Context: an optimization exercise on an open-source flow, tuned for small area. The choices shown serve that exercise and are no tape-out recipe.
Power and IR drop assume default switching activity.

the reference run:
// sdh_top
module sdh_top #(
    parameter integer F_CLK = 50000000
) (
    input  wire        clk,
    input  wire        rst,
    input  wire        req_valid,
    output wire        req_ready,
    input  wire [3:0]  req_op,
    input  wire [31:0] req_arg,
    input  wire [5:0]  req_cmd,
    input  wire        req_keep,
    output reg         rsp_valid,
    output reg  [3:0]  rsp_status,
    output wire [7:0]  rsp_data,
    output wire [5:0]  rsp_cmd,
    output reg  [2:0]  rsp_shape,
    output wire [7:0]  rsp_token,
    output reg  [31:0] rsp_ext,
    output reg  [3:0]  rsp_npoll,
    output reg         rsp_busy,
    output reg         rsp_vdd_valid,
    output reg  [5:0]  rsp_vdd_low,
    output reg  [5:0]  rsp_vdd_high,
    output reg  [1:0]  rsp_va,
    output reg         sh_link,
    output reg         sh_en,
    output reg         sh_ai,
    output reg  [15:0] sh_addr,
    output reg  [2:0]  sh_cs,
    output reg         sh_fdiv_valid,
    output reg  [7:0]  sh_fdiv,
    output wire        tx_valid,
    output reg  [7:0]  tx_data,
    input  wire        tx_ready,
    input  wire        rx_valid,
    input  wire [7:0]  rx_data,
    output wire        rx_ready
);
    localparam [2:0] IW = 3'd4;
    localparam [26:0] N2M1 = 2 * F_CLK - 1;
    localparam OP_INIT = 4'd0, OP_CLOSE = 4'd1, OP_ENABLE = 4'd2, OP_DISABLE = 4'd3,
               OP_SETADDR = 4'd4, OP_SETAI = 4'd5, OP_RDCFG = 4'd6, OP_SPEED = 4'd7,
               OP_SELECT = 4'd8, OP_XCHG = 4'd9, OP_SDCMD = 4'd10, OP_SDACMD = 4'd11;
    localparam ST_OK = 4'd0, ST_RANGE = 4'd1, ST_VALUE = 4'd2, ST_STATE = 4'd3,
               ST_PROTO = 4'd4, ST_NOTOKEN = 4'd5, ST_R1ERR = 4'd6, ST_EXTERR = 4'd7,
               ST_BADOP = 4'd8;
    localparam SH_R1 = 3'd0, SH_R1B = 3'd1, SH_R2 = 3'd2, SH_R3 = 3'd3, SH_R7 = 3'd4;
    localparam K_FLUSH = 3'd0, K_CFGWR = 3'd1, K_CFGRD = 3'd2, K_SETADDR = 3'd3,
               K_WRHDR = 3'd4, K_WRDATA = 3'd5, K_RDHDR = 3'd6, K_RDDATA = 3'd7;
    localparam M_IDLE = 3'd0, M_CHECK = 3'd1, M_INIT = 3'd2, M_SINGLE = 3'd3,
  ...
export LEC_CHECK = 0
export ABC_AREA = 1
export CAP_MARGIN = 20
export CORE_MARGIN = 2
export CORE_UTILIZATION = 40
export SLEW_MARGIN = 20
create_clock -name core_clock -period 10.0 [get_ports {clk}]
run.sh (not shown) runs the stock make flow with config.mk's settings and CLKGATE_MAP_FILE= SYNTH_SCRIPT=/design/flow/synth_recipe.tcl, a recipe that flattens the netlist after the stock synthesis.
The reference run finished all stages; however, its layout fails the closing checks, the failures being setup timing.
Input changes introduced in the trial run (baseline for comparison: the reference run):
diff --git a/flow/design.v b/flow/design.v
--- a/flow/design.v
+++ b/flow/design.v
@@ -60,20 +60,22 @@
     reg [2:0]  sdp;          
     reg [2:0]  cnt;          
     reg        xph;          
     reg [2:0]  idx;          
     reg        mism;
     reg [6:0]  crc;
     reg [6:0]  tok;
     reg [26:0] dv;           
     reg [9:0]  dq;           
     reg [3:0]  dk;           
+    reg [4:0]  bk;           
+    reg        pd, dc, sg, fi;
     assign req_ready = (st == M_IDLE);
     assign rsp_token = {1'b0, tok};
     assign rsp_data  = rsp_ext[7:0];
     wire is_sd = (r_op == OP_SDCMD) || (r_op == OP_SDACMD);
     reg       cmd_def;
     reg [2:0] cmd_shape;
     always @(*) begin
         cmd_def   = 1'b1;
         cmd_shape = SH_R1;
         if (r_op == OP_SDACMD) begin
@@ -180,34 +182,31 @@
     wire no_tx  = (kind == K_RDDATA);
     assign tx_valid = active && !xph && !idx[2] && !no_tx;
     assign rx_ready = active && xph;
     wire [7:0] fix    = (idx[1:0] != 2'd0 || kind == K_WRDATA) ? 8'h00 :
                         (kind == K_FLUSH) ? 8'hFF : 8'h01;
     wire       capb   = (kind == K_RDDATA) || (kind == K_CFGRD && idx == 2'd1);
     wire       rx_go  = rx_ready && rx_valid;
     wire       bad    = !capb && (rx_data != (tx_data ^ fix));
     wire       xdone  = rx_go && (idx[1:0] == rx_last);
     wire       xerr   = mism || bad;
-    wire        dbig  = (rsp_ext[31:26] != 6'd0);
+    wire        dbig   = (rsp_ext[31:26] != 6'd0);
     wire        dsmall = (rsp_ext[25:16] == 10'd0);
-    wire [27:0] dA    = {dv, N2M1[dk]};
-    reg  [27:0] dT;
-    reg         dbo;
-    integer     bi;
-    always @(*) begin
-        dbo = 1'b0;
-        for (bi = 0; bi < 28; bi = bi + 1) begin
-            dT[bi] = dA[bi] ^ (bi < 26 ? rsp_ext[bi] : 1'b0) ^ dbo;
-            dbo = (~dA[bi] & ((bi < 26 ? rsp_ext[bi] : 1'b0) | dbo)) | ((bi < 26 ? rsp_ext[bi] : 1'b0) & dbo);
-        end
-    end
-    wire        dqb   = ~dbo;
+    localparam [26:0] DR0 = N2M1 >> 11;
+    wire        dlast = (bk == 5'd26);
+    wire        dfst  = (bk == 5'd0);
+    wire        da    = dfst ? N2M1[dk] : fi ? DR0[bk - 5'd1] : pd;
+    wire        dbb   = rsp_ext[0] ^ ~sg;         
+    wire        dcin  = dfst ? ~sg : dc;
+    wire        dsum  = da ^ dbb ^ dcin;
+    wire        dco   = (da & dbb) | (da & dcin) | (dbb & dcin);
+    wire        dqb   = ~dsum;                    
     wire [10:0] dQ    = {dq, dqb};
     reg  [7:0]  ddec;
     reg         dbw;
     integer     di;
     always @(*) begin
         dbw = ~dQ[0];
         for (di = 0; di < 8; di = di + 1) begin
             ddec[di] = dQ[di + 1] ^ dbw;
             dbw = dbw & ~dQ[di + 1];
         end
@@ -237,20 +236,38 @@
                     rsp_ext <= {rsp_ext[23:0], (is_sd && sdp == P_FRAME) ? 8'h00 : rx_data};
                 if (xdone) begin
                     xph  <= 1'b0;
                     idx  <= IW;
                     mism <= 1'b0;
                 end
             end
             if (tx_valid && tx_ready && is_sd && sdp == P_FRAME && kind == K_WRDATA && cnt != 3'd5)
                 crc <= crc7_byte((cnt == 3'd0) ? 7'd0 : crc, tx_data);
         end
+        dv <= {dsum, dv[26:1]};
+        pd <= dv[0];
+        dc <= dco;
+        if (st != M_DIV) begin
+            bk <= 5'd0;
+            dk <= 4'd10;
+            sg <= 1'b0;
+            fi <= 1'b1;
+        end else begin
+            bk <= inc5(bk);
+            if (dlast) begin
+                bk <= 5'd0;
+                dk <= dk - 4'd1;
+                sg <= dsum;
+                fi <= 1'b0;
+                dq <= dQ[9:0];
+            end
+        end
         if (xdone && !xerr) begin
             case (kind)
                 K_CFGWR: begin
                     sh_en <= cfg[0];
                     sh_ai <= cfg[1];
                 end
                 K_SETADDR: sh_addr <= addr;
                 K_WRDATA, K_RDDATA: if (sh_ai) sh_addr[2:0] <= inc3(sh_addr[2:0]);
                 default: ;
             endcase
@@ -328,48 +345,48 @@
                 end
             end
             M_SINGLE: begin
                 if (xdone) begin
                     rsp_status <= xerr ? ST_PROTO : ST_OK;
                     rsp_valid  <= 1'b1;
                     st         <= M_IDLE;
                 end
             end
             M_DIV: begin
-                dv <= dqb ? dT[26:0] : dA[26:0];
-                dq <= dQ[9:0];
-                dk <= dk - 4'd1;
-                if (dk == 4'd0 || dbig || dsmall) begin
-                    rsp_ext[7:0] <= dbig ? 8'd0 : dsmall ? 8'd255 : fdiv;
+                rsp_ext[26:0] <= {rsp_ext[0], rsp_ext[26:1]};
+                if (dlast && dk == 4'd0) begin
+                    rsp_ext[7:0] <= fdiv;
                     st <= M_BRIDGE;
                 end
             end
             M_SDEND: begin
                 if (first && rsp_status == ST_OK) begin
                     first     <= 1'b0;
                     rsp_npoll <= 4'd0;
                     sdp       <= P_SEL;
                     ss        <= 3'd0;
                     st        <= M_BRIDGE;
                 end else begin
                     rsp_valid <= 1'b1;
                     st        <= M_IDLE;
                 end
             end
             M_BRIDGE: begin
                 if (xdone) begin
                     if (!xerr && ss != ss_end) begin
                         ss <= inc3(ss);
                         if (is_speed && ss == 3'd2) begin
-                            dv <= N2M1 >> 11;
-                            dk <= 4'd10;
                             st <= M_DIV;
+                            if (dbig || dsmall) begin
+                                rsp_ext[7:0] <= dbig ? 8'd0 : 8'd255;
+                                st <= M_BRIDGE;
+                            end
                         end
                     end else if (!is_sd) begin
                         rsp_status <= xerr ? ST_PROTO : ST_OK;
                         rsp_valid  <= 1'b1;
                         st         <= M_IDLE;
                         if (!xerr) begin
                             if (r_op == OP_SELECT) sh_cs <= {1'b0, rsp_ext[1:0]};
                             if (is_speed) begin
                                 sh_fdiv_valid <= 1'b1;
                                 sh_fdiv       <= rsp_ext[7:0];
==> comparison <==
Final checks on the reference run, whose flow otherwise completed, came back failing, citing setup timing. The flow did not stop early for the trial run: all stages ran, and the layout cleared the timing, design-rule and antenna checks. In terms of post-synthesis xor/xnor area fraction, the reference run and the trial run differ only marginally. The reference run has a higher number of non-clock buffers in the layout than the trial run. Number of antenna-violating nets in the routed design: the reference run vs the trial run — no meaningful difference. Compared to the reference run, the trial run has final worst setup slack 6.03 ns higher. Count of flip-flops with a built-in enable after synthesis: the trial run vs the reference run down 31. Row critical path depth in cells: the trial run lower / the reference run higher. The power of the sequential group of the trial run is higher than that of the reference run. Comparing shortest period the worst path allows for the trial run and the reference run, the bigger number came from the reference run. NOTE wire length on met2 the reference run->the trial run decreased by a little under 10%. Per the comparison of the trial run with the reference run, via count lower; utilization decreased by 2.9 points relative to the old numbers; power has remained practically unchanged. The trial run ended up with reg -> out as its critical path class; the reference run ended up with reg -> reg.
No functional check of the RTL was part of any run of this note.

afterwards: timing with drivers on the ports:
How much do the figures lean on ideal ports? The routed layouts below were timed once more, with nothing changed but the port constraints.
Step 1: set_driving_cell puts a clkbuf_16 on clk and a buf_2 on each other input, an assumption about the parent block.
Step 2, shift: input delay + t, output delay - t, t = (earliest + latest rising clock arrival at the registers) / 2. This alone moves slack from input paths to output paths.
Three values: no drivers, after step 1, after step 2; two values: the first two.
run	t, ns	setup WS [ns]	worst setup path after step 2	worst data-port slew with drivers (ns)
the reference run	0.492	-1.610 / -1.610 / -1.610	register to register	0.05
the trial run	0.487	4.424 / 4.373 / 4.819	input to register	0.05
